Source: an optimization exercise on an open RTL-to-GDS flow (aim: small area). Production flows keep margins and buffers that such runs may drop.
RTL that was checked went through simulation tests only; none was proved equivalent to the original.
No functional check of the RTL was part of runs 1 and 2.
Power is estimated from default activity; no workload was simulated.

[run.sh]
#!/bin/bash
# synth_recipe.tcl (not shown) runs the flow's synth.tcl, then flattens the netlist and writes it again
# the make line also repeats each setting of config.mk as NAME=value (left out here)
make -C /OpenROAD-flow-scripts/flow DESIGN_CONFIG=/design/flow/config.mk WORK_HOME=/design/flow/orfs CLKGATE_MAP_FILE= SYNTH_SCRIPT=/design/flow/synth_recipe.tcl finish
[config.mk]
export PLATFORM = sky130hd
export DESIGN_NAME = pitchcomm_engine
export DESIGN_NICKNAME = pitchcomm_engine
export VERILOG_FILES = /design/flow/design.v
export SDC_FILE = /design/flow/constraint.sdc
export NUM_CORES = 4
export LEC_CHECK = 0
export CAP_MARGIN = 20
export CORE_MARGIN = 2
export CORE_UTILIZATION = 40
export SLEW_MARGIN = 20
export SYNTH_HIERARCHICAL = 1
[constraint.sdc]
create_clock -name core_clock -period 8.0 [get_ports {clk}]
set_input_delay 1.6000 -clock core_clock [delete_from_list [all_inputs] [get_ports {clk}]]
set_output_delay 1.6000 -clock core_clock [all_outputs]
set_load 0.01 [all_outputs]
[design.v]
module pc_crc16_step (
  input  wire [15:0] crc_in,
  input  wire [7:0]  data,
  output wire [15:0] crc_out
);
  wire n0;
  wire n1;
  wire n2;
  wire n3;
  wire n5;
  wire n6;
  wire n7;
  wire n19;
  pc_xor2 u_n0 (.a(crc_in[8]), .b(data[0]), .y(n0));
  pc_xor2 u_n1 (.a(crc_in[9]), .b(data[1]), .y(n1));
  pc_xor2 u_n2 (.a(crc_in[10]), .b(data[2]), .y(n2));
  pc_xor2 u_n3 (.a(crc_in[11]), .b(data[3]), .y(n3));
  pc_xor2 u_n4 (.a(crc_in[12]), .b(data[4]), .y(crc_out[4]));
  pc_xor2 u_n5 (.a(crc_in[13]), .b(data[5]), .y(n5));
  pc_xor2 u_n6 (.a(crc_in[14]), .b(data[6]), .y(n6));
  pc_xor2 u_n7 (.a(crc_in[15]), .b(data[7]), .y(n7));
  pc_xor2 u_n8 (.a(n0), .b(crc_out[4]), .y(crc_out[0]));
  pc_xor2 u_n9 (.a(n1), .b(n5), .y(crc_out[1]));
  pc_xor2 u_n10 (.a(n2), .b(n6), .y(crc_out[2]));
  pc_xor2 u_n11 (.a(n3), .b(n7), .y(crc_out[3]));
  pc_xor2 u_n12 (.a(crc_out[0]), .b(n5), .y(crc_out[5]));
  pc_xor2 u_n13 (.a(crc_out[1]), .b(n6), .y(crc_out[6]));
  pc_xor2 u_n14 (.a(crc_out[2]), .b(n7), .y(crc_out[7]));
  pc_xor2 u_n15 (.a(crc_in[0]), .b(crc_out[3]), .y(crc_out[8]));
  pc_xor2 u_n16 (.a(crc_in[1]), .b(crc_out[4]), .y(crc_out[9]));
  pc_xor2 u_n17 (.a(crc_in[2]), .b(n5), .y(crc_out[10]));
  pc_xor2 u_n18 (.a(crc_in[3]), .b(n6), .y(crc_out[11]));
  pc_xor2 u_n19 (.a(crc_in[4]), .b(crc_out[0]), .y(n19));
  pc_xor2 u_n20 (.a(n19), .b(n7), .y(crc_out[12]));
  pc_xor2 u_n21 (.a(crc_in[5]), .b(crc_out[1]), .y(crc_out[13]));
  pc_xor2 u_n22 (.a(crc_in[6]), .b(crc_out[2]), .y(crc_out[14]));
  pc_xor2 u_n23 (.a(crc_in[7]), .b(crc_out[3]), .y(crc_out[15]));
endmodule
module pc_xor2 (input wire a, input wire b, output wire y);
  assign y = a ^ b;
endmodule
module pc_xnor2 (input wire a, input wire b, output wire y);
  assign y = ~(a ^ b);
endmodule
module pc_inv (input wire a, output wire y);
  assign y = ~a;
endmodule
module pc_nand2b (input wire an, input wire b, output wire y);
  assign y = ~(~an & b);
endmodule
module pc_mux2i (input wire s, input wire a0, input wire a1, output wire y);
  assign y = ~(s ? a1 : a0);
endmodule
module pc_ha (input wire a, input wire b, output wire c, output wire s);
  assign {c, s} = {1'b0, a} + {1'b0, b};
endmodule
module pc_ao22 (input wire a1, input wire a2, input wire b1, input wire b2, output wire y);
  assign y = (a1 & a2) | (b1 & b2);
endmodule
module pc_ao221 (input wire a1, input wire a2, input wire b1, input wire b2, input wire c1,
                 output wire y);
  assign y = (a1 & a2) | (b1 & b2) | c1;
endmodule
module pc_aoi222 (input wire a1, input wire a2, input wire b1, input wire b2,
                  input wire c1, input wire c2, output wire y);
  assign y = ~((a1 & a2) | (b1 & b2) | (c1 & c2));
endmodule
module pc_nand2 (input wire a, input wire b, output wire y);
  assign y = ~(a & b);
endmodule
module pc_crc16_frame (
  input  wire [7:0]  b2,
  input  wire [7:0]  b3,
  input  wire [7:0]  b4,
  output wire [15:0] crc
);
  wire n0;
  wire n1;
  wire n2;
  wire n3;
  wire n4;
  wire n5;
  wire n6;
  wire n7;
  wire n8;
  wire n9;
  wire n10;
  wire n11;
  wire n12;
  wire n13;
  wire n14;
  wire n15;
  wire n16;
  wire n17;
  wire n18;
  wire n19;
  wire n20;
  wire n21;
  wire n22;
  wire n23;
  wire n24;
  wire n25;
  wire n26;
  wire n27;
  wire n28;
  wire n29;
  wire n30;
  wire n31;
  wire n32;
  wire n33;
  wire n34;
  wire n35;
  wire n37;
  wire n38;
  wire n39;
  wire n40;
  wire n41;
  wire n43;
  wire n51;
  pc_xor2 u_n0 (.a(b2[0]), .b(b2[4]), .y(n0));
  pc_xor2 u_n1 (.a(b2[1]), .b(b2[5]), .y(n1));
  pc_xor2 u_n2 (.a(b2[2]), .b(b2[6]), .y(n2));
  pc_xor2 u_n3 (.a(b2[3]), .b(b2[7]), .y(n3));
  pc_xor2 u_n4 (.a(n0), .b(b2[5]), .y(n4));
  pc_xor2 u_n5 (.a(n1), .b(b2[6]), .y(n5));
  pc_xor2 u_n6 (.a(n2), .b(b2[7]), .y(n6));
  pc_xor2 u_n7 (.a(n0), .b(b2[7]), .y(n7));
  pc_xor2 u_n8 (.a(n3), .b(b3[0]), .y(n8));
  pc_xor2 u_n9 (.a(b2[4]), .b(b3[1]), .y(n9));
  pc_xor2 u_n10 (.a(b2[5]), .b(b3[2]), .y(n10));
  pc_xor2 u_n11 (.a(b2[6]), .b(b3[3]), .y(n11));
  pc_xor2 u_n12 (.a(n7), .b(b3[4]), .y(n12));
  pc_xor2 u_n13 (.a(n1), .b(b3[5]), .y(n13));
  pc_xor2 u_n14 (.a(n2), .b(b3[6]), .y(n14));
  pc_xor2 u_n15 (.a(n3), .b(b3[7]), .y(n15));
  pc_xor2 u_n16 (.a(n8), .b(n12), .y(n16));
  pc_xor2 u_n17 (.a(n9), .b(n13), .y(n17));
  pc_xor2 u_n18 (.a(n10), .b(n14), .y(n18));
  pc_xor2 u_n19 (.a(n11), .b(n15), .y(n19));
  pc_xor2 u_n20 (.a(n16), .b(n13), .y(n20));
  pc_xor2 u_n21 (.a(n17), .b(n14), .y(n21));
  pc_xor2 u_n22 (.a(n18), .b(n15), .y(n22));
  pc_xor2 u_n23 (.a(n0), .b(n19), .y(n23));
  pc_xor2 u_n24 (.a(n1), .b(n12), .y(n24));
  pc_xor2 u_n25 (.a(n2), .b(n13), .y(n25));
  pc_xor2 u_n26 (.a(n3), .b(n14), .y(n26));
  pc_xor2 u_n27 (.a(b2[4]), .b(n16), .y(n27));
  pc_xor2 u_n28 (.a(n27), .b(n15), .y(n28));
  pc_xor2 u_n29 (.a(n4), .b(n17), .y(n29));
  pc_xor2 u_n30 (.a(n5), .b(n18), .y(n30));
  pc_xor2 u_n31 (.a(n6), .b(n19), .y(n31));
  pc_xor2 u_n32 (.a(n23), .b(b4[0]), .y(n32));
  pc_xor2 u_n33 (.a(n24), .b(b4[1]), .y(n33));
  pc_xor2 u_n34 (.a(n25), .b(b4[2]), .y(n34));
  pc_xor2 u_n35 (.a(n26), .b(b4[3]), .y(n35));
  pc_xor2 u_n36 (.a(n28), .b(b4[4]), .y(crc[4]));
  pc_xor2 u_n37 (.a(n29), .b(b4[5]), .y(n37));
  pc_xor2 u_n38 (.a(n30), .b(b4[6]), .y(n38));
  pc_xor2 u_n39 (.a(n31), .b(b4[7]), .y(n39));
  pc_xor2 u_n40 (.a(n32), .b(crc[4]), .y(n40));
  pc_xor2 u_n41 (.a(n33), .b(n37), .y(n41));
  pc_xor2 u_n42 (.a(n34), .b(n38), .y(crc[2]));
  pc_xor2 u_n43 (.a(n35), .b(n39), .y(n43));
  pc_xnor2 u_n44 (.a(n40), .b(n37), .y(crc[5]));
  pc_xor2 u_n45 (.a(n41), .b(n38), .y(crc[6]));
  pc_xor2 u_n46 (.a(crc[2]), .b(n39), .y(crc[7]));
  pc_xnor2 u_n47 (.a(n16), .b(n43), .y(crc[8]));
  pc_xnor2 u_n48 (.a(n17), .b(crc[4]), .y(crc[9]));
  pc_xnor2 u_n49 (.a(n18), .b(n37), .y(crc[10]));
  pc_xnor2 u_n50 (.a(n19), .b(n38), .y(crc[11]));
  pc_xor2 u_n51 (.a(n12), .b(n40), .y(n51));
  pc_xnor2 u_n52 (.a(n51), .b(n39), .y(crc[12]));
  pc_xor2 u_n53 (.a(n20), .b(n41), .y(crc[13]));
  pc_xnor2 u_n54 (.a(n21), .b(crc[2]), .y(crc[14]));
  pc_xnor2 u_n55 (.a(n22), .b(n43), .y(crc[15]));
  pc_inv u_i0 (.a(n40), .y(crc[0]));
  pc_inv u_i1 (.a(n41), .y(crc[1]));
  pc_inv u_i3 (.a(n43), .y(crc[3]));
endmodule
module pitchcomm_engine (
  input  wire        clk,
  input  wire        rst,         
  input  wire        bus_valid,
  input  wire        bus_write,
  input  wire [7:0]  bus_addr,
  input  wire [3:0]  bus_be,
  input  wire [31:0] bus_wdata,
  output wire [31:0] bus_rdata,
  output wire        bus_fault
);
  localparam [7:0] MAGIC   = 8'hCC;
  localparam [7:0] VERSION = 8'h01;
  localparam [2:0] S_OK          = 3'd0;
  localparam [2:0] S_BAD_LENGTH  = 3'd1;
  localparam [2:0] S_BAD_MAGIC   = 3'd2;
  localparam [2:0] S_VERSION     = 3'd3;
  localparam [2:0] S_CHECKSUM    = 3'd4;
  localparam [2:0] S_DUPLICATE   = 3'd5;
  localparam [2:0] S_ILLEGAL     = 3'd7;
  genvar g;
  reg [15:0] ck_acc;
  reg [7:0]  txseq;
  reg        tx_ok;                  
  reg [7:0]  txb2, txb3, txb4;       
  reg [63:0] rxb;                    
  reg [31:0] rxlen;
  reg        rx_ok;                  
  reg [7:0]  rx_cmd, rx_code, rx_seq;
  reg [31:0] now;
  reg        valid;                  
  reg [7:0]  last_seq, last_cmd;
  reg [31:0] last_time;
  reg [2:0]  result;
  reg        err;
  wire [5:0] widx = bus_addr[7:2];
  wire rd_map = (widx != 6'd0) && (widx <= 6'd11 || (widx >= 6'd16 && widx <= 6'd31));
  wire wr_map = (widx == 6'd0) || (widx == 6'd8) || (widx == 6'd9) ||
                (widx >= 6'd24 && widx <= 6'd31);
  wire acc_ok = (bus_be == 4'b1111) && (bus_addr[1:0] == 2'b00) &&
                (bus_write ? wr_map : rd_map);
  wire fault_now = bus_valid && !acc_ok;
  wire wr_ok     = bus_valid && bus_write && acc_ok;
  assign bus_fault = fault_now;
  wire we_cmd   = wr_ok && !bus_addr[5];
  wire we_now   = wr_ok && !bus_addr[6] && bus_addr[5] && !bus_addr[2];
  wire we_rxlen = wr_ok && !bus_addr[6] && bus_addr[2];
  wire we_rxbuf = wr_ok && bus_addr[6];
  wire [7:0] op   = bus_wdata[31:24];
  wire [7:0] op_a = bus_wdata[23:16];
  wire [7:0] op_b = bus_wdata[15:8];
  wire [7:0] op_c = bus_wdata[7:0];
  wire za = (op_a == 8'h00);
  wire zb = (op_b == 8'h00);
  wire zc = (op_c == 8'h00);
  wire is_nop      = (op == 8'h00) && za && zb && zc;
  wire is_ck_init  = (op == 8'h01) && za && zb && zc;
  wire is_ck_upd   = (op == 8'h02) && za && zb;
  wire is_enc_next = (op == 8'h10) && zc;
  wire is_enc_seq  = (op == 8'h11);
  wire is_seq_load = (op == 8'h12) && za && zb;
  wire is_decode   = (op == 8'h20) && za && zb && zc;
  wire is_admit    = (op == 8'h30) && zb;
  wire is_legal    = is_nop | is_ck_init | is_ck_upd | is_enc_next | is_enc_seq |
                     is_seq_load | is_decode | is_admit;
  wire        crc_tx  = bus_addr[6];    
  wire        crc_rx  = ~crc_tx;
  wire [23:0] crc_src;
  wire [23:0] tx_src = {txb4, txb3, txb2};
  generate
    for (g = 0; g < 24; g = g + 1) begin : g_csrc
      pc_ao22 u_m (.a1(tx_src[g]), .a2(crc_tx), .b1(rxb[16 + g]), .b2(crc_rx), .y(crc_src[g]));
    end
  endgenerate
  wire [15:0] fcrc;
  pc_crc16_frame u_fcrc (.b2(crc_src[7:0]), .b3(crc_src[15:8]), .b4(crc_src[23:16]),
                         .crc(fcrc));
  wire [15:0] crc_eq;                  
  wire [15:0] rx56 = {rxb[47:40], rxb[55:48]};
  generate
    for (g = 0; g < 16; g = g + 1) begin : g_ceq
      pc_xnor2 u_x (.a(fcrc[g]), .b(rx56[g]), .y(crc_eq[g]));
    end
  endgenerate
  wire [2:0] dec_result =
      (rxlen != 32'd7)       ? S_BAD_LENGTH :
      (rxb[7:0] != MAGIC)    ? S_BAD_MAGIC  :
      (rxb[15:8] != VERSION) ? S_VERSION    :
      !(&crc_eq)             ? S_CHECKSUM   : S_OK;
  wire [31:0] tx_x;                    
  generate
    for (g = 1; g < 32; g = g + 1) begin : g_x
      pc_xor2 u_x (.a(now[g]), .b(last_time[g]), .y(tx_x[g]));
    end
  endgenerate
  assign tx_x[0] = 1'b0;               
  wire [9:0] bw;                       
  pc_nand2b u_b1 (.an(now[0]), .b(last_time[0]), .y(bw[1]));    
  generate
    for (g = 1; g < 9; g = g + 1) begin : g_bw
      if (g % 2 == 1) begin : g_odd
        pc_mux2i u_m (.s(tx_x[g]), .a0(bw[g]), .a1(now[g]), .y(bw[g+1]));
      end else begin : g_even
        pc_mux2i u_m (.s(tx_x[g]), .a0(bw[g]), .a1(last_time[g]), .y(bw[g+1]));
      end
    end
  endgenerate
  assign bw[0] = 1'b0;                 
  wire [8:2] dlo;
  generate
    for (g = 2; g < 9; g = g + 1) begin : g_d
      if (g % 2 == 1) begin : g_odd
        pc_xnor2 u_d (.a(tx_x[g]), .b(bw[g]), .y(dlo[g]));
      end else begin : g_even
        pc_xor2 u_d (.a(tx_x[g]), .b(bw[g]), .y(dlo[g]));
      end
    end
  endgenerate
  wire [31:9] hi_eq;
  pc_xor2 u_h9 (.a(tx_x[9]), .b(bw[9]), .y(hi_eq[9]));    
  wire [30:9] gn;                      
  generate
    for (g = 9; g < 31; g = g + 1) begin : g_hi
      pc_nand2b u_g (.an(now[g]), .b(last_time[g]), .y(gn[g]));
      pc_xor2   u_e (.a(tx_x[g+1]), .b(gn[g]), .y(hi_eq[g+1]));
    end
  endgenerate
  wire in_window = ~(&dlo[8:4] & (dlo[3] | dlo[2])) & (&hi_eq);
  wire [15:0] pair_eq;                 
  wire [15:0] pair_in = {op_a, op_c};
  wire [15:0] pair_st = {last_cmd, last_seq};
  generate
    for (g = 0; g < 16; g = g + 1) begin : g_peq
      pc_xnor2 u_x (.a(pair_in[g]), .b(pair_st[g]), .y(pair_eq[g]));
    end
  endgenerate
  wire is_dup = valid & (&pair_eq) & in_window;
  wire nrst    = ~rst;
  wire do_ck   = we_cmd & (is_ck_init | is_ck_upd);
  wire do_seq  = we_cmd & (is_seq_load | is_enc_next);
  wire do_enc  = we_cmd & (is_enc_next | is_enc_seq);
  wire do_rx   = we_cmd & is_decode & (dec_result == S_OK);
  wire do_adm  = we_cmd & is_admit & ~is_dup;
  wire [2:0] cmd_result =
      !is_legal            ? S_ILLEGAL   :
      is_decode            ? dec_result  :
      (is_admit && is_dup) ? S_DUPLICATE : S_OK;
  wire [15:0] ck_next, ck_d;
  pc_crc16_step u_ck_step (.crc_in(ck_acc), .data(op_c), .crc_out(ck_next));
  wire h_ck = nrst & ~do_ck;
  wire l_ck = nrst & we_cmd & is_ck_upd;
  wire set_ck = rst | (we_cmd & is_ck_init);
  generate
    for (g = 0; g < 16; g = g + 1) begin : g_ck
      pc_ao221 u_d (.a1(ck_acc[g]), .a2(h_ck), .b1(ck_next[g]), .b2(l_ck), .c1(set_ck),
                    .y(ck_d[g]));
    end
  endgenerate
  wire [7:0] inc;
  wire [7:0] inc_c;
  assign inc[0]   = ~txseq[0];
  assign inc_c[1] = txseq[0];
  generate
    for (g = 1; g < 7; g = g + 1) begin : g_inc
      pc_ha u_h (.a(txseq[g]), .b(inc_c[g]), .c(inc_c[g+1]), .s(inc[g]));
    end
  endgenerate
  pc_xor2 u_inc7 (.a(txseq[7]), .b(inc_c[7]), .y(inc[7]));
  assign inc_c[0] = 1'b0;              
  wire h_seq = nrst & ~do_seq;
  wire l_inc = nrst & we_cmd & is_enc_next;
  wire l_ld  = nrst & we_cmd & is_seq_load;
  wire h_enc  = ~do_enc;
  wire l_enci = we_cmd & is_enc_next;
  wire l_encc = we_cmd & is_enc_seq;
  wire [7:0] txseq_dn, txb4_dn, txseq_d, txb4_d, txb2_d, txb3_d;
  generate
    for (g = 0; g < 8; g = g + 1) begin : g_tx
      pc_aoi222 u_s (.a1(txseq[g]), .a2(h_seq), .b1(inc[g]), .b2(l_inc), .c1(op_c[g]), .c2(l_ld),
                     .y(txseq_dn[g]));
      pc_inv    u_si (.a(txseq_dn[g]), .y(txseq_d[g]));
      pc_aoi222 u_4 (.a1(txb4[g]), .a2(h_enc), .b1(inc[g]), .b2(l_enci), .c1(op_c[g]), .c2(l_encc),
                     .y(txb4_dn[g]));
      pc_inv    u_4i (.a(txb4_dn[g]), .y(txb4_d[g]));
      pc_ao22   u_2 (.a1(txb2[g]), .a2(h_enc), .b1(op_a[g]), .b2(do_enc), .y(txb2_d[g]));
      pc_ao22   u_3 (.a1(txb3[g]), .a2(h_enc), .b1(op_b[g]), .b2(do_enc), .y(txb3_d[g]));
    end
  endgenerate
  wire [7:0] we_rx;
  generate
    for (g = 0; g < 8; g = g + 1) begin : g_werx
      assign we_rx[g] = we_rxbuf & (bus_addr[4:2] == g);
    end
  endgenerate
  wire [63:0] rxb_d;
  generate
    for (g = 0; g < 64; g = g + 1) begin : g_rxb
      pc_ao22 u_d (.a1(rxb[g]), .a2(nrst & ~we_rx[g / 8]), .b1(bus_wdata[g % 8]),
                   .b2(nrst & we_rx[g / 8]), .y(rxb_d[g]));
    end
  endgenerate
  wire h_len = nrst & ~we_rxlen;
  wire l_len = nrst & we_rxlen;
  wire h_now = nrst & ~we_now;
  wire l_now = nrst & we_now;
  wire [31:0] rxlen_d, now_d, lt_d;
  wire h_adm = ~do_adm;
  generate
    for (g = 0; g < 32; g = g + 1) begin : g_w32
      pc_ao22 u_l (.a1(rxlen[g]), .a2(h_len), .b1(bus_wdata[g]), .b2(l_len), .y(rxlen_d[g]));
      pc_ao22 u_n (.a1(now[g]), .a2(h_now), .b1(bus_wdata[g]), .b2(l_now), .y(now_d[g]));
      pc_ao22 u_t (.a1(last_time[g]), .a2(h_adm), .b1(now[g]), .b2(do_adm), .y(lt_d[g]));
    end
  endgenerate
  wire h_rx = ~do_rx;
  wire [23:0] rxf_d;
  wire [23:0] rxf_q = {rx_cmd, rx_code, rx_seq};
  wire [23:0] rxf_src = {rxb[23:16], rxb[31:24], rxb[39:32]};    
  generate
    for (g = 0; g < 24; g = g + 1) begin : g_rxf
      pc_ao22 u_d (.a1(rxf_q[g]), .a2(h_rx), .b1(rxf_src[g]), .b2(do_rx), .y(rxf_d[g]));
    end
  endgenerate
  wire [15:0] last_d;
  generate
    for (g = 0; g < 16; g = g + 1) begin : g_last
      pc_ao22 u_d (.a1(pair_st[g]), .a2(h_adm), .b1(pair_in[g]), .b2(do_adm), .y(last_d[g]));
    end
  endgenerate
  always @(posedge clk) begin
    ck_acc    <= ck_d;
    txseq     <= txseq_d;
    tx_ok     <= nrst & (tx_ok | do_enc);
    txb2      <= txb2_d;
    txb3      <= txb3_d;
    txb4      <= txb4_d;
    rxb       <= rxb_d;
    rxlen     <= rxlen_d;
    now       <= now_d;
    rx_ok     <= nrst & (rx_ok | do_rx);
    {rx_cmd, rx_code, rx_seq} <= rxf_d;
    valid     <= nrst & (valid | do_adm);
    {last_cmd, last_seq} <= last_d;
    last_time <= lt_d;
    result    <= rst ? S_OK : (we_cmd ? cmd_result : result);
    err       <= nrst & (err | fault_now | (we_cmd & ~is_legal));
  end
  wire a6 = bus_addr[6], a5 = bus_addr[5], a4 = bus_addr[4], a3 = bus_addr[3], a2 = bus_addr[2];
  wire [2:0] bi = bus_addr[4:2];
  wire [7:0] sR, sT;
  generate
    for (g = 0; g < 8; g = g + 1) begin : g_sel
      assign sR[g] = a6 & a5 & (bi == g);
      assign sT[g] = a6 & ~a5 & (bi == g) & tx_ok;
    end
  endgenerate
  wire s_now    = ~a6 & a5 & ~a3 & ~a2;
  wire s_rxlen  = ~a6 & a5 & ~a3 & a2;
  wire s_dds    = ~a6 & a5 & a3 & ~a2 & valid;
  wire s_lt     = ~a6 & a5 & a3 & a2 & valid;
  wire s_status = ~a6 & ~a5 & ~a4 & ~a3;           
  wire s_config = ~a6 & ~a5 & ~a4 & a3 & ~a2;
  wire s_window = ~a6 & ~a5 & ~a4 & a3 & a2;
  wire s_preset = ~a6 & ~a5 & a4 & ~a3 & ~a2;
  wire s_ck     = ~a6 & ~a5 & a4 & ~a3 & a2;
  wire s_txseq  = ~a6 & ~a5 & a4 & a3 & ~a2;
  wire s_rxf    = ~a6 & ~a5 & a4 & a3 & a2 & rx_ok;
  wire [31:0] kconst = ({32{s_config}} & 32'h0001CC73) | ({32{s_window}} & 32'h000001F4) |
                       ({32{s_preset}} & 32'h0000FFFF) | ({32{sT[0]}} & 32'h000000CC) |
                       ({32{sT[1]}} & 32'h00000001) | ({32{s_dds}} & 32'h00010000);
  wire [3:0] status_lo = {result[2] & result[1], result};
  generate
    for (g = 0; g < 8; g = g + 1) begin : g_rd_lo
      wire [6:0] t;
      pc_aoi222 u0 (.a1(sR[0]), .a2(rxb[g]),      .b1(sR[1]), .b2(rxb[8 + g]),  .c1(sR[2]), .c2(rxb[16 + g]), .y(t[0]));
      pc_aoi222 u1 (.a1(sR[3]), .a2(rxb[24 + g]), .b1(sR[4]), .b2(rxb[32 + g]), .c1(sR[5]), .c2(rxb[40 + g]), .y(t[1]));
      pc_aoi222 u2 (.a1(sR[6]), .a2(rxb[48 + g]), .b1(sR[7]), .b2(rxb[56 + g]), .c1(sT[2]), .c2(txb2[g]),    .y(t[2]));
      pc_aoi222 u3 (.a1(sT[3]), .a2(txb3[g]),     .b1(sT[4]), .b2(txb4[g]),     .c1(sT[5]), .c2(fcrc[8 + g]), .y(t[3]));
      pc_aoi222 u4 (.a1(sT[6]), .a2(fcrc[g]),     .b1(s_ck),  .b2(ck_acc[g]),   .c1(s_txseq), .c2(txseq[g]), .y(t[4]));
      pc_aoi222 u5 (.a1(s_rxf), .a2(rx_seq[g]),   .b1(s_now), .b2(now[g]),      .c1(s_rxlen), .c2(rxlen[g]), .y(t[5]));
      if (g < 4) begin : g_st
        pc_aoi222 u6 (.a1(s_dds), .a2(last_seq[g]), .b1(s_lt), .b2(last_time[g]), .c1(s_status), .c2(status_lo[g]), .y(t[6]));
        assign bus_rdata[g] = ~(&t) | kconst[g];
      end else begin : g_nst
        wire t7, t8;
        pc_nand2 u7 (.a(s_dds), .b(last_seq[g]), .y(t7));
        pc_nand2 u8 (.a(s_lt), .b(last_time[g]), .y(t8));
        assign bus_rdata[g] = ~(&t[5:0] & t7 & t8) | kconst[g];
      end
    end
  endgenerate
  generate
    for (g = 8; g < 16; g = g + 1) begin : g_rd_mid
      wire [1:0] t;
      pc_aoi222 u0 (.a1(s_ck), .a2(ck_acc[g]), .b1(s_rxf), .b2(rx_code[g - 8]), .c1(s_now), .c2(now[g]), .y(t[0]));
      pc_aoi222 u1 (.a1(s_rxlen), .a2(rxlen[g]), .b1(s_dds), .b2(last_cmd[g - 8]), .c1(s_lt), .c2(last_time[g]), .y(t[1]));
      if (g == 8) begin : g_err
        wire t2;
        pc_nand2 u2 (.a(s_status), .b(err), .y(t2));
        assign bus_rdata[g] = ~(&t & t2) | kconst[g];
      end else begin : g_nerr
        assign bus_rdata[g] = ~(&t) | kconst[g];
      end
    end
  endgenerate
  generate
    for (g = 16; g < 24; g = g + 1) begin : g_rd_hi
      wire t0, t1;
      pc_aoi222 u0 (.a1(s_now), .a2(now[g]), .b1(s_rxlen), .b2(rxlen[g]), .c1(s_lt), .c2(last_time[g]), .y(t0));
      pc_nand2  u1 (.a(s_rxf), .b(rx_cmd[g - 16]), .y(t1));
      assign bus_rdata[g] = ~(t0 & t1) | kconst[g];
    end
  endgenerate
  generate
    for (g = 24; g < 32; g = g + 1) begin : g_rd_top
      wire t0;
      pc_aoi222 u0 (.a1(s_now), .a2(now[g]), .b1(s_rxlen), .b2(rxlen[g]), .c1(s_lt), .c2(last_time[g]), .y(t0));
      assign bus_rdata[g] = ~t0;
    end
  endgenerate
endmodule
==> results.tsv, run 1 <==
stage	metric	value	unit
grt	first-pass GRT wire length	70900	um
logic_synthesis	EDFF count, synth	0	
worst_setup_path	FF-to-FF Start	rxb[20]	
clocking	CTS tree	yes	
worst_setup_path	Critical Path Source	bus_addr[6]	
floorplan	die area	31000	sq um
floorplan	die height	176	um
power	Worst VDD drop	162	uV
cells_and_area	commonest cells after routing, fill and taps aside	dfxtp_1 (255), a22o_1 (240), xor2_1 (129)	
sta	Final period util	0.960	
sta	unrepaired setup endpoints after global routing	no	
sta	Max-Slew Margin vs Limit	0.277	
worst_setup_path	WS Path Type	input pin to output port	
logic_synthesis	Top FF cell, synth	dfxtp_1	
min_path	min-delay worst type	register to register	
logic_synthesis	Avg Inst Size Synth	10.5	sq um
worst_setup_path	CP required	6.40	ns
route	starting DRC count in detailed routing	1616	
placed_design	routability congestion estimate	1.02	
worst_setup_path	capture point of the worst reg-to-reg path	rx_code[1]	
logic_synthesis	synthesized flop and latch total	255	
worst_setup_path	crit-path max FO	9	
logic_synthesis	yosys warns	7	
sta	Setup TNS Final	0	ns
logic_synthesis	Post-Synthesis Cells	1132	
grt	pin count of the biggest net entering global routing	50	
clocking	clk root buf	clkbuf_16	
min_path	Hold Crit Depth	2	
sta	worst clock skew	0.0230	ns
logic_synthesis	distinct cell type count after synthesis	56	
sta	min cycle time layout	7.68	ns
power	Tot Pwr	2.85	mW
min_path	Min-Delay Endpoint	tx_ok	
worst_setup_path	Worst Reg2Reg Path Length in Cells	20	
clocking	Clock Tree Buf Depth	3	
floorplan	Cell Rows	63	
sta	Tightest Pin Transition	1.08	ns
logic_synthesis	share of flip-flops with an asynchronous set or reset	0	
cells_and_area	Nets	1345	
floorplan	Die Width	176	um
cells_and_area	Area growth syn-to-layout	23.6	%
cells_and_area	diode count	0	
route	routed vias	11100	
sta	Hold Vio Cnt, Final	0	
cells_and_area	filler instances	2764	
route	post-route ant nets	0	
worst_setup_path	crit end category	output port	
route	Avg Vias per Cell	6.50	
sta	Max Slew Vio Count	0	
clocking	Clock Latency Late Sink	0.58	ns
clocking	CTS H-tree depth	1	
route	First-pass DRT Iterations	8	
clocking	CTS Sinks	255	
route	drc violations	0	
logic_synthesis	net count after synthesis	1186	
power	Leak	6.06	nW
logic_synthesis	post-synthesis cell area	11900	sq um
sta	final setup fails	0	
worst_setup_path	R2R setup slack	2.34	ns
flow_run	maxcap violations	0	
floorplan	Starting Density	0.403	
placed_design	placed wire-length estimate	35400	um
min_path	Min-Delay Startpoint	tx_ok	
grt	Overflow after GRT	0	
floorplan	total core area	29400	sq um
outcome	status	finished clean	
grt	vias in the first global route	10300	
placed_design	Port Buf Inserts	80	
cells_and_area	commonest non-fill, non-tap cell in the layout	dfxtp_1	
worst_setup_path	Arrival @ worst endpoint	6.08	ns
floorplan	I/O pins	81	
worst_setup_path	crit path launch type	input pin	
route	Routed WL	48500	um
clocking	clock buffer count from CTS	29	
cells_and_area	layout cell share with drive strength beyond 1	0.105	
logic_synthesis	sequential share of the synthesized area	0.431	
route	wire length per cell	28.5	um
power	Pwr Density	194	nW/um^2
grt	total track usage	0.305	
sta	fmax	130	MHz
clocking	clk slew on worst S/H paths	0.06	ns
grt	initial antenna violation count	0	
==> cell families (layout without fill, tap and decap cells) <==
kind of cell,Yosys count,count (layout),share of synthesized area
AOI/OAI and AO/OA,392,392,0.297
adders and majority gates,6,6,0.00633
muxes,8,8,0.00675
xor gates and xnor gates,174,174,0.129
DFF,255,255,0.431
buffers and inverters,49,230,0.0156
and+or+nand+nor,248,248,0.115
==> worst max-delay path, cell delays in order <==
cell and delay (ns):
dlymetal6s2s_1 0.20, buf_4 0.20, a22o_1 0.26, xor2_2 0.22
xor2_1 0.23, xor2_1 0.25, xor2_1 0.26, xor2_1 0.21
xor2_1 0.20, xor2_1 0.26, xor2_1 0.31, xor2_1 0.22
xnor2_1 0.12, a222oi_1 0.51, nand4_1 0.13, or3_1 0.38
clkdlybuf4s50_1 0.51
==> per-module statistics from Yosys, one instance, submodules excluded, excerpt <==
module	cells	area (sq um)	flip-flops and latches	times used
pc_aoi222	1	10.0	0	100
pc_ao221	1	10.0	0	16
pc_inv	1	3.75	0	19
pc_ha	1	12.5	0	6
pc_mux2i	1	10.0	0	8
pc_xor2	1	8.76	0	131
pc_nand2	1	3.75	0	17
pc_xnor2	1	8.76	0	43
pc_nand2b	1	6.26	0	23
pc_ao22	1	8.76	0	240
pitchcomm_engine	529	6640	255	1
==> timing repair <==
item	in CTS	in global routing
setup buffers	0	2
endpoints found under the setup margin	0	4
hold buffers	0	0
resized for setup	0	3
==> registers in the layout, summed over array words and instances (netlist names) <==
register / count
tx_ok: 1
last_seq: 8
result: 3
rxb: 64
rxlen: 32
last_time: 32
now: 32
err: 1
rx_ok: 1
txseq: 8
rx_cmd: 8
rx_code: 8
txb2: 8
txb4: 8
valid: 1
ck_acc: 16
rx_seq: 8
txb3: 8
last_cmd: 8
==> report_power, final <==
part / internal (mW) / switching, mW
Clock: 0.832 / 0.561
Sequential: 1.28 / 0.0101
Combinational: 0.0611 / 0.110
==> metrics by stage <==
stage,utilization,worst slack (ns),instance area (sq um),instances,hold WS [ns]
after floorplan,-,0.554,11900,1132,0.424
after global placement,0.462,0.213,13600,1647,0.436
after detailed placement,0.462,0.150,13600,1647,0.439
after CTS,0.496,0.0879,14600,1700,0.448
after global routing,0.498,0.244,14700,1703,0.488
final,0.498,0.323,14700,1703,0.446
==> per-layer routing <==
metal | vias up | wire length, um | part of all wire | global-route usage
li1 | 4904 | - | - | -
met1 | 5478 | 21100 | 0.44 | 0.434
met2 | 597 | 21500 | 0.44 | 0.471
met3 | 85 | 4310 | 0.089 | 0.0506
met4 | 0 | 1560 | 0.032 | 0.0985
met5 | - | 0 | 0 | 0
==> cell usage after synthesis, types with 8 or more instances <==
| cell | instances | share of area |
|---|---|---|
| a21oi_1 | 10 | 0.0042 |
| a221o_1 | 16 | 0.014 |
| a222oi_1 | 100 | 0.084 |
| a22o_1 | 240 | 0.18 |
| clkbuf_1 | 10 | 0.0032 |
| dfxtp_1 | 255 | 0.43 |
| inv_1 | 37 | 0.012 |
| mux2i_1 | 8 | 0.0068 |
| nand2_1 | 43 | 0.014 |
| nand2b_1 | 26 | 0.014 |
| nand3_1 | 21 | 0.0089 |
| nand4_1 | 30 | 0.016 |
| nor2_1 | 49 | 0.016 |
| nor3_1 | 18 | 0.0076 |
| nor4_1 | 15 | 0.0079 |
| or3_1 | 11 | 0.0058 |
| xnor2_1 | 43 | 0.032 |
| xor2_1 | 131 | 0.097 |
==> worst max path at each step <==
| stage | cells past startpoint | to | slack, ns |
|---|---|---|---|
| 2_1_floorplan | 16 | bus_rdata[4] | 0.55 |
| 3_3_place_gp | 17 | bus_rdata[4] | 0.21 |
| 4_1_cts | 17 | bus_rdata[4] | 0.09 |
| 6_report | 17 | bus_rdata[4] | 0.32 |
| 5_1_grt | 17 | bus_rdata[4] | 0.24 |
| 3_5_place_dp | 17 | bus_rdata[4] | 0.15 |
==> cell type report <==
class / count / area (sq um) / area share
flip-flops and latches: 255 / 5100 / 0.348
inverters: 37 / 139 / 0.00948
well taps: 390 / 488 / 0.0333
multi-input cells: 828 / 6640 / 0.453
clock buffers: 40 / 837 / 0.0571
repair buffers: 140 / 1270 / 0.0869
clock inverters: 13 / 171 / 0.0117
==> run 2: changes to the inputs <==
--- a/config.mk
+++ b/config.mk
@@ -10,2 +10,5 @@
 export CORE_UTILIZATION = 40
+export CTS_BUF_LIST = sky130_fd_sc_hd__clkbuf_8
+export CTS_CLUSTER_DIAMETER = 60
+export CTS_CLUSTER_SIZE = 24
 export SLEW_MARGIN = 20
==> run 2 against run 1 <==
Compared with the run above: sequential share of layout area grew 0.92 points; clock skew grew 0.0047 ns; hold slack gained 0.0039 ns; critical endpoint unchanged; maximum frequency grew 0.17%; critical path depth is the same; utilization shrank 1.3 points; die area is the same; via count is essentially flat; register-to-register slack is essentially flat.
==> results.tsv, run 2 <==
stage	metric	value	unit	change
outcome	status	finished clean		
route	met2 routed WL	21400	um	-0.22%
clocking	count of hold buffers inserted by post-cts repair	0		unchanged
logic_synthesis	share of flip-flops with an asynchronous set or reset	0		unchanged
route	routed wl met3	4090	um	-5.2%
clocking	CTS H-tree depth	1		unchanged
sta	min cycle time layout	7.66	ns	-0.0131 ns
sta	Hold WS	0.450	ns	+0.00394 ns
route	starting DRC count in detailed routing	1630		+0.87%
sta	Hold Vio Cnt, Final	0		unchanged
power	clock share of power	0.404		-0.085
min_path	min-delay worst type	register to register		
min_path	Min-Delay Endpoint	tx_ok		
power	Pwr Density	171	nW/um^2	-12%
cells_and_area	diode count	0		unchanged
cells_and_area	Area growth syn-to-layout	20.4	%	
worst_setup_path	Worst path max stage delay	0.51	ns	about the same
logic_synthesis	post-synthesis cell area	11900	sq um	unchanged
grt	total track usage	0.304		-0.000888
grt	first-pass GRT wire length	70700	um	-0.24%
floorplan	Starting Density	0.403		unchanged
min_path	Min-Delay Startpoint	tx_ok		
sta	Tightest Pin Transition	1.12	ns	+0.0350 ns
floorplan	die height	176	um	unchanged
grt	vias in the first global route	10300		-0.54%
worst_setup_path	WS Path Type	input pin to output port		
placed_design	Port Buf Inserts	80		unchanged
logic_synthesis	Yosys top cell by area	dfxtp_1		
sta	unrepaired setup endpoints after global routing	no		
route	Routed WL	48400	um	about the same
worst_setup_path	crit-path max FO	9		unchanged
power	sequential share of power	0.526		+0.075
power	net switching power figure	0.677	mW	-0.69%
clocking	clock buffer count from CTS	27		-6.9%
floorplan	I/O pins	81		unchanged
cells_and_area	Largest register FFs	64		unchanged
power	combinational share of power	0.070		+0.010
logic_synthesis	yosys warns	7		unchanged
worst_setup_path	capture point of the worst reg-to-reg path	rx_code[2]		
cells_and_area	Finished Layout Cells	1699		-0.23%
sta	worst clock skew	0.0276	ns	+0.00465 ns
floorplan	Cell Rows	63		unchanged
placed_design	# placed instances	1647		unchanged
floorplan	total core area	29400	sq um	unchanged
grt	initial antenna violation count	0		unchanged
cells_and_area	register bank with the most flops	rxb		
floorplan	Die Width	176	um	unchanged
logic_synthesis	sequential share of the synthesized area	0.431		unchanged
logic_synthesis	EDFF count, synth	0		unchanged
cells_and_area	layout cell share with drive strength beyond 1	0.104		-0.00121
clocking	Clock Latency Late Sink	0.60	ns	+0.02 ns
worst_setup_path	crit-path cells	dlymetal6s2s_1 > buf_4 > a22o_1 > xor2_2 > xor2_1 > xor2_1 > xor2_1 > xor2_1 > xor2_1 > xor2_1 > xor2_1 > xor2_1 > xnor2_1 > a222oi_1 > nand4_1 > or3_1 > clkdlybuf4s50_1		
sta	Setup TNS Final	0	ns	unchanged
power	Net Sw Frac	0.277		+0.0379
route	wire length per cell	28.5	um	+0.16%
cells_and_area	Nets	1343		-0.15%
grt	pin count of the biggest net entering global routing	50		unchanged
clocking	CTS Sinks	255		unchanged
power	Tot Pwr	2.44	mW	-14%
route	routed vias	11100		-0.018%
clocking	CTS tree	yes		
sta	final setup fails	0		unchanged
worst_setup_path	slowest CP cell	a222oi_1		
cells_and_area	filler instances	2813		+1.8%
logic_synthesis	synthesized flop and latch total	255		unchanged
worst_setup_path	critical path's most frequent cell	xor2_1		
worst_setup_path	largest delay contributor family on the critical path	XOR/XNOR gates		
route	First-pass DRT Iterations	10		+2
placed_design	placed wire-length estimate	35400	um	unchanged
route	post-route ant nets	0		unchanged
sta	Max-Slew Margin vs Limit	0.254		-0.0233
logic_synthesis	Avg Inst Size Synth	10.5	sq um	unchanged
worst_setup_path	R2R setup slack	2.35	ns	about the same
logic_synthesis	distinct cell type count after synthesis	56		unchanged
worst_setup_path	Worst Reg2Reg Path Length in Cells	20		unchanged
logic_synthesis	Top FF cell, synth	dfxtp_1		
power	Int Power	1.77	mW	-19%
logic_synthesis	synth cell count leaders	dfxtp_1 (255), a22o_1 (240), xor2_1 (131), a222oi_1 (100), nor2_1 (49)		
worst_setup_path	crit end category	output port		
logic_synthesis	Synth top area share	0.431		unchanged
route	drc violations	0		unchanged
clocking	clk slew on worst S/H paths	0.09	ns	+0.03 ns
worst_setup_path	CP required	6.40	ns	about the same
placed_design	routability congestion estimate	1.02		unchanged
route	Avg Vias per Cell	6.51		+0.22%
cells_and_area	commonest non-fill, non-tap cell in the layout	dfxtp_1		
route	max layer used	met4		
cells_and_area	commonest cells after routing, fill and taps aside	dfxtp_1 (255), a22o_1 (240), xor2_1 (129)		
route	WL met1	21300	um	+0.97%
grt	Overflow after GRT	0		unchanged
sta	Final period util	0.958		-0.00163
worst_setup_path	crit path launch type	input pin		
clocking	clk root buf	clkbuf_8		
logic_synthesis	synth top area cells	dfxtp_1 (43%), a22o_1 (18%), xor2_1 (9.7%)		
clocking	Clock Tree Buf Depth	3		unchanged
worst_setup_path	Arrival @ worst endpoint	6.06	ns	-0.02 ns
cells_and_area	utilization after layout	0.486		-0.0129
sta	fmax	130	MHz	+0.17%
power	Leak	5.89	nW	-2.9%
min_path	Hold Crit Depth	2		unchanged
logic_synthesis	count leader, synth	dfxtp_1		
power	Worst VDD drop	122	uV	-25%
sta	Max Slew Vio Count	0		unchanged
worst_setup_path	FF-to-FF Start	txb2[4]		
logic_synthesis	Post-Synthesis Cells	1132		unchanged
logic_synthesis	net count after synthesis	1186		unchanged
floorplan	die area	31000	sq um	unchanged
worst_setup_path	Buf/Inv on CP	3		unchanged
flow_run	maxcap violations	0		unchanged
run 2: cell counts after synthesis:
Identical to the previous run, type by type.
run 2: worst max-delay path by stage:
stage / start / endpoint / slack (ns) / cells after the start
floorplan: bus_addr[6] / bus_rdata[4] / 0.55 / 16
global placement: bus_addr[6] / bus_rdata[4] / 0.21 / 17
detailed placement: bus_addr[6] / bus_rdata[4] / 0.15 / 17
CTS: bus_addr[6] / bus_rdata[4] / 0.09 / 17
global route: bus_addr[6] / bus_rdata[4] / 0.24 / 17
finish: bus_addr[6] / bus_rdata[4] / 0.34 / 17
run 2: power groups by stage:
stage	Sequential, mW	Combinational [mW]	Clock (mW)
after floorplan	1.31	0.0698	0
after global placement	1.31	0.167	0
after detailed placement	1.31	0.167	0
after CTS	1.28	0.168	1.00
after global routing	1.29	0.180	1.05
final	1.29	0.171	0.988
run 2: area by class of cell:
| class | count | area, sq um | area share |
|---|---|---|---|
| clock inverters | 21 | 245 | 0.0172 |
| repair buffers | 140 | 1270 | 0.0892 |
| well taps | 390 | 488 | 0.0342 |
| multi-input cells | 828 | 6640 | 0.465 |
| clock buffers | 28 | 385 | 0.0270 |
| inverters | 37 | 139 | 0.00973 |
| flip-flops and latches | 255 | 5100 | 0.358 |
run 2: repair_timing:
item	4_1_cts	5_1_grt
hold endpoints to repair	0	0
resized for setup	0	3
setup buffers	0	2
setup endpoints to repair	0	4
run 2: metal layers:
layer | vias to the layer above | GRT usage
met3 | 87 | 0.0474
met5 | - | 0
li1 | 4897 | -
met4 | 0 | 0.0913
met1 | 5505 | 0.434
met2 | 573 | 0.475
run 2: through the flow:
step | worst slack [ns] | instance area [sq um]
after global placement | 0.213 | 13600
final | 0.336 | 14300
after floorplan | 0.554 | 11900
after detailed placement | 0.150 | 13600
after global routing | 0.244 | 14300
after CTS | 0.0879 | 14200
run 2: kinds of logic (layout without fill, tap and decap cells):
| group | Yosys count | after routing | share of synthesized area |
|---|---|---|---|
| flops | 255 | 255 | 0.431 |
| xor+xnor | 174 | 174 | 0.129 |
| compound gates | 392 | 392 | 0.297 |
| fa+ha+maj | 6 | 6 | 0.00633 |
| mux | 8 | 8 | 0.00675 |
| simple gates | 248 | 248 | 0.115 |
| buf+inv | 49 | 226 | 0.0156 |
run 2: Yosys stat by module (local to each module, per instance), a selection:
module | cells | flip-flops and latches
pc_ao22 | 1 | 0
pc_ao221 | 1 | 0
pc_aoi222 | 1 | 0
pc_ha | 1 | 0
pc_inv | 1 | 0
pc_mux2i | 1 | 0
pc_nand2 | 1 | 0
pc_nand2b | 1 | 0
pc_xnor2 | 1 | 0
pc_xor2 | 1 | 0
pitchcomm_engine | 529 | 255
run 2: worst min-delay path, stage by stage, from the launching register on:
cell,delay [ns]
dfxtp_1,0.31
inv_1,0.05
a21oi_1,0.05
==> run 3: changes to the inputs <==
--- a/design.v
+++ b/design.v
@@ -348,19 +348,19 @@
   assign inc_c[0] = 1'b0;              
+  wire [7:0] seq_new;
+  wire       sel_c = ~is_enc_next;
+  generate
+    for (g = 0; g < 8; g = g + 1) begin : g_sn
+      pc_ao22 u_m (.a1(inc[g]), .a2(is_enc_next), .b1(op_c[g]), .b2(sel_c), .y(seq_new[g]));
+    end
+  endgenerate
   wire h_seq = nrst & ~do_seq;
-  wire l_inc = nrst & we_cmd & is_enc_next;
-  wire l_ld  = nrst & we_cmd & is_seq_load;
-  wire h_enc  = ~do_enc;
-  wire l_enci = we_cmd & is_enc_next;
-  wire l_encc = we_cmd & is_enc_seq;
-  wire [7:0] txseq_dn, txb4_dn, txseq_d, txb4_d, txb2_d, txb3_d;
+  wire l_seq = nrst & do_seq;
+  wire h_enc = ~do_enc;
+  wire [7:0] txseq_d, txb4_d, txb2_d, txb3_d;
   generate
     for (g = 0; g < 8; g = g + 1) begin : g_tx
-      pc_aoi222 u_s (.a1(txseq[g]), .a2(h_seq), .b1(inc[g]), .b2(l_inc), .c1(op_c[g]), .c2(l_ld),
-                     .y(txseq_dn[g]));
-      pc_inv    u_si (.a(txseq_dn[g]), .y(txseq_d[g]));
-      pc_aoi222 u_4 (.a1(txb4[g]), .a2(h_enc), .b1(inc[g]), .b2(l_enci), .c1(op_c[g]), .c2(l_encc),
-                     .y(txb4_dn[g]));
-      pc_inv    u_4i (.a(txb4_dn[g]), .y(txb4_d[g]));
-      pc_ao22   u_2 (.a1(txb2[g]), .a2(h_enc), .b1(op_a[g]), .b2(do_enc), .y(txb2_d[g]));
-      pc_ao22   u_3 (.a1(txb3[g]), .a2(h_enc), .b1(op_b[g]), .b2(do_enc), .y(txb3_d[g]));
+      pc_ao22 u_s (.a1(txseq[g]), .a2(h_seq), .b1(seq_new[g]), .b2(l_seq), .y(txseq_d[g]));
+      pc_ao22 u_4 (.a1(txb4[g]), .a2(h_enc), .b1(seq_new[g]), .b2(do_enc), .y(txb4_d[g]));
+      pc_ao22 u_2 (.a1(txb2[g]), .a2(h_enc), .b1(op_a[g]), .b2(do_enc), .y(txb2_d[g]));
+      pc_ao22 u_3 (.a1(txb3[g]), .a2(h_enc), .b1(op_b[g]), .b2(do_enc), .y(txb3_d[g]));
     end
==> flow/run.sh (new file) <==
#!/bin/bash
# The standard layout (standard.sh, unchanged synthesis), with two changes:
# - the port buffers are the smallest buffer cell (buf_1) instead of the one
#   buffer_ports picks by default;
# - clock tree synthesis uses clkbuf_8 buffers in larger sink clusters and
#   inserts no dummy loads.
# standard.sh's full output goes to standard.log; ORFS's per-step logs are in
# orfs/logs/.
set -euo pipefail
export BUFFER_PORTS_ARGS="-buffer_cell sky130_fd_sc_hd__buf_1"
export CTS_ARGS="-sink_clustering_enable -repair_clock_nets -dont_use_dummy_load -buf_list sky130_fd_sc_hd__clkbuf_8 -sink_clustering_size 24 -sink_clustering_max_diameter 60"
bash standard.sh > standard.log 2>&1
==> standard.sh (new file) <==
#!/bin/bash
# synth_recipe.tcl (not shown) runs the flow's synth.tcl, then flattens the netlist and writes it again
# the make line also repeats each setting of config.mk as NAME=value (left out here)
make -C /OpenROAD-flow-scripts/flow DESIGN_CONFIG=/design/flow/config.mk WORK_HOME=/design/flow/orfs CLKGATE_MAP_FILE= SYNTH_SCRIPT=/design/flow/synth_recipe.tcl "${@:-finish}"
--- a/config.mk
+++ b/config.mk
@@ -10,5 +10,2 @@
 export CORE_UTILIZATION = 40
-export CTS_BUF_LIST = sky130_fd_sc_hd__clkbuf_8
-export CTS_CLUSTER_DIAMETER = 60
-export CTS_CLUSTER_SIZE = 24
 export SLEW_MARGIN = 20
removed: run.sh
==> run 3 against run 2 <==
Compared with the run above: still clean on timing, DRC and antenna; maximum frequency fell by 1.0%; sequential share of layout area rose by 3.0 points; count of clock-buffer cells in the layout fell by 1; setup slack got worse by 0.078 ns.
==> results.tsv, run 3 <==
stage	metric	value	unit	change
placed_design	placed wire-length estimate	33100	um	-6.3%
power	Leak	5.33	nW	-9.6%
sta	final setup fails	0		unchanged
grt	total track usage	0.291		-0.0130
cells_and_area	Largest register FFs	64		unchanged
logic_synthesis	Post-Synthesis Cells	1120		-1.1%
min_path	min-delay worst type	register to register		
cells_and_area	layout cell share with drive strength beyond 1	0.0632		-0.0407
worst_setup_path	crit-path max FO	14		+5
floorplan	die height	175	um	-0.39%
worst_setup_path	Buf/Inv on CP	4		+1
route	starting DRC count in detailed routing	1530		-6.1%
clocking	clk root buf	clkbuf_8		
logic_synthesis	Yosys top cell by area	dfxtp_1		
route	post-route ant nets	0		unchanged
route	wire length per cell	28.3	um	-0.78%
clocking	Clock Latency Late Sink	0.58	ns	-0.02 ns
cells_and_area	register bank with the most flops	rxb		
grt	first-pass GRT wire length	67600	um	-4.3%
sta	Max-Slew Margin vs Limit	0.275		+0.0211
worst_setup_path	crit end category	output port		
floorplan	total core area	28900	sq um	-1.9%
cells_and_area	Nets	1306		-2.8%
grt	initial antenna violation count	2		+2
worst_setup_path	crit-path cells	buf_1 > inv_1 > a22o_1 > xor2_1 > xor2_1 > xor2_1 > xor2_1 > xor2_1 > xor2_1 > xor2_1 > buf_4 > xor2_1 > xor2_1 > xnor2_1 > a222oi_1 > nand4_1 > or3_1 > buf_1		
floorplan	Starting Density	0.408		+0.00435
logic_synthesis	count leader, synth	a22o_1		
logic_synthesis	synthesized flop and latch total	255		unchanged
route	Routed WL	46300	um	-4.5%
worst_setup_path	WS Path Type	input pin to output port		
cells_and_area	utilization after layout	0.457		-0.0289
route	First-pass DRT Iterations	9		-1
clocking	CTS Sinks	255		unchanged
route	drc violations	0		unchanged
worst_setup_path	Worst path max stage delay	0.55	ns	+0.04 ns
flow_run	maxcap violations	0		unchanged
power	Pwr Density	164	nW/um^2	-3.9%
logic_synthesis	distinct cell type count after synthesis	50		-11%
sta	Max Slew Vio Count	0		unchanged
sta	Tightest Pin Transition	1.08	ns	-0.0367 ns
clocking	Clock Tree Buf Depth	3		unchanged
sta	Setup TNS Final	0	ns	unchanged
placed_design	Port Buf Inserts	80		unchanged
floorplan	I/O pins	81		unchanged
worst_setup_path	CP required	6.40	ns	about the same
grt	vias in the first global route	9991		-2.7%
sta	unrepaired setup endpoints after global routing	no		
logic_synthesis	synth cell count leaders	a22o_1 (264), dfxtp_1 (255), xor2_1 (131), a222oi_1 (84), nor2_1 (47)		
logic_synthesis	synth top area cells	dfxtp_1 (43%), a22o_1 (20%), xor2_1 (9.8%)		
worst_setup_path	crit path launch type	input pin		
route	Avg Vias per Cell	6.65		+2.1%
floorplan	Die Width	175	um	-0.39%
cells_and_area	Area growth syn-to-layout	12.0	%	
floorplan	die area	30800	sq um	-0.78%
sta	final worst setup slack	0.258	ns	-0.0780 ns
placed_design	routability congestion estimate	1.02		+0.69%
clocking	CTS tree	yes		
clocking	count of hold buffers inserted by post-cts repair	0		unchanged
logic_synthesis	sequential share of the synthesized area	0.434		+0.00343
cells_and_area	commonest cells after routing, fill and taps aside	a22o_1 (264), dfxtp_1 (255), xor2_1 (131)		
clocking	clk slew on worst S/H paths	0.05	ns	-0.04 ns
logic_synthesis	EDFF count, synth	0		unchanged
power	Worst VDD drop	96.9	uV	-20%
route	routed vias	10900		-1.7%
grt	Overflow after GRT	0		unchanged
clocking	Post CTS Setup Buffer Count	0		unchanged
logic_synthesis	net count after synthesis	1174		-1.0%
clocking	CTS H-tree depth	1		unchanged
sta	Hold Vio Cnt, Final	0		unchanged
placed_design	DP Worst Slack	0.442	ns	+0.291 ns
worst_setup_path	slowest CP cell	a222oi_1		
sta	fmax	129	MHz	-1.0%
clocking	clock buffer count from CTS	27		unchanged
worst_setup_path	Arrival @ worst endpoint	6.14	ns	+0.08 ns
cells_and_area	commonest non-fill, non-tap cell in the layout	a22o_1		
logic_synthesis	Synth top area share	0.434		+0.00343
sta	Final period util	0.968		+0.00976
logic_synthesis	Avg Inst Size Synth	10.5	sq um	+0.27%
worst_setup_path	largest delay contributor family on the critical path	XOR/XNOR gates		
worst_setup_path	critical path's most frequent cell	xor2_1		
outcome	status	finished clean		
sta	min cycle time layout	7.74	ns	+0.0780 ns
grt	pin count of the biggest net entering global routing	51		+2.0%
clocking	post-CTS sizing	0		unchanged
logic_synthesis	yosys warns	7		unchanged
logic_synthesis	Top FF cell, synth	dfxtp_1		
sta	worst clock skew	0.0408	ns	+0.0132 ns
logic_synthesis	post-synthesis cell area	11800	sq um	-0.79%
logic_synthesis	share of flip-flops with an asynchronous set or reset	0		unchanged
floorplan	Cell Rows	62		-1.6%
run 3: cell types whose count changed in the layout (fill, tap and decap cells not counted), sizes merged, moves of 3 or more:
cell	previous run	this run
clkinv	4	0
clkdlybuf4s50	79	0
a211oi	3	0
a21oi	11	14
buf	60	112
nor3	19	11
inv	50	25
a222oi	100	84
a22o	240	264
nand4	30	33
o21bai	4	0
run 3: kinds of logic after synthesis:
kind of cell	after synthesis	share of synthesized area
muxes	8	0.00681
and+or+nand+nor	242	0.110
buffers and inverters	34	0.0108
AOI/OAI and AO/OA	401	0.303
adders and majority gates	6	0.00638
xor gates and xnor gates	174	0.130
DFF	255	0.434
run 3: where the power goes:
group / internal (mW) / switching [mW]
Clock: 0.299 / 0.436
Combinational: 0.0411 / 0.108
Sequential: 1.27 / 0.0103
run 3: per-module statistics from Yosys, one instance, submodules excluded, excerpt:
module	cells	cell area (sq um)	flip-flops and latches
pc_aoi222	1	10.0	0
pc_ha	1	12.5	0
pc_nand2b	1	6.26	0
pc_xnor2	1	8.76	0
pc_xor2	1	8.76	0
pitchcomm_engine	525	6550	255
run 3: cell type report:
| type | instances | area [sq um] |
|---|---|---|
| Fill cell | 2852 | 15700 |
| Multi-Input combinational cell | 831 | 6590 |
| Sequential cell | 255 | 5100 |
| Timing Repair Buffer | 112 | 541 |
| Tap cell | 384 | 480 |
| Clock buffer | 27 | 372 |
| Inverter | 25 | 93.8 |
| Antenna cell | 1 | 2.50 |
run 3: final timing paths:
kind | startpoint | to | slack (ns) | depth (start not counted)
max | bus_addr[6] | bus_rdata[4] | 0.26 | 18
min | tx_ok | tx_ok | 0.49 | 2
max reg2reg | rxb[20] | rx_seq[0] | 2.43 | 21
min reg2reg | tx_ok | tx_ok | 0.49 | 2
run 3: metal layers:
metal / vias up / wire, um / global-route usage
met5: - / 10 / 0
met4: 2 / 1330 / 0.0851
met3: 96 / 5170 / 0.0719
met2: 671 / 19700 / 0.432
met1: 5310 / 20100 / 0.419
li1: 4793 / - / -
run 3: through the flow:
step	power (mW)	std cells	hold WS (ns)	area [sq um]
floorplan	1.38	1120	0.433	11800
detailed placement	1.46	1607	0.467	12800
CTS	2.18	1634	0.475	13200
global placement	1.46	1607	0.457	12800
finish	2.17	1635	0.486	13200
global route	2.24	1634	0.500	13200
run 3: tightest hold or removal path: cells and delay by family (launching register included):
family	cells	cell delay [ns]
DFF	1	0.33
buffers and inverters	1	0.06
AOI/OAI and AO/OA	1	0.05

## re-timing with driven ports
In the flow no input, the clock included, has a driving cell. The finished layouts below were timed again as built, in two steps.
Step 1: set_driving_cell puts a clkbuf_16 on clk and a buf_2 on each other input, an assumption about the parent block.
Step 2 times the ports against the registers' clock, not the clock port: input delays grow and output delays shrink by t, the midpoint of the rising clock arrivals with the driver on.
a / b / c = ideal ports / drivers / drivers and shift; a / b = the first two.
| run | shift t [ns] | slack for setup (ns) | worst hold slack (ns) | pins driven straight from the clock port |
|---|---|---|---|---|
| run 1 | 0.615 | 0.323 / 0.302 / 0.302 | 0.446 / 0.446 / 0.446 | 1 |
| run 2 | 0.632 | 0.336 / 0.315 / 0.315 | 0.450 / 0.450 / 0.450 | 1 |
| run 3 | 0.611 | 0.258 / 0.236 / 0.236 | 0.486 / 0.486 / 0.486 | 1 |
After both steps setup and hold are still met in every run listed. For run 3, which loses most, drivers alone change the setup slack by -0.022 ns; drivers and shift together by -0.022 ns.
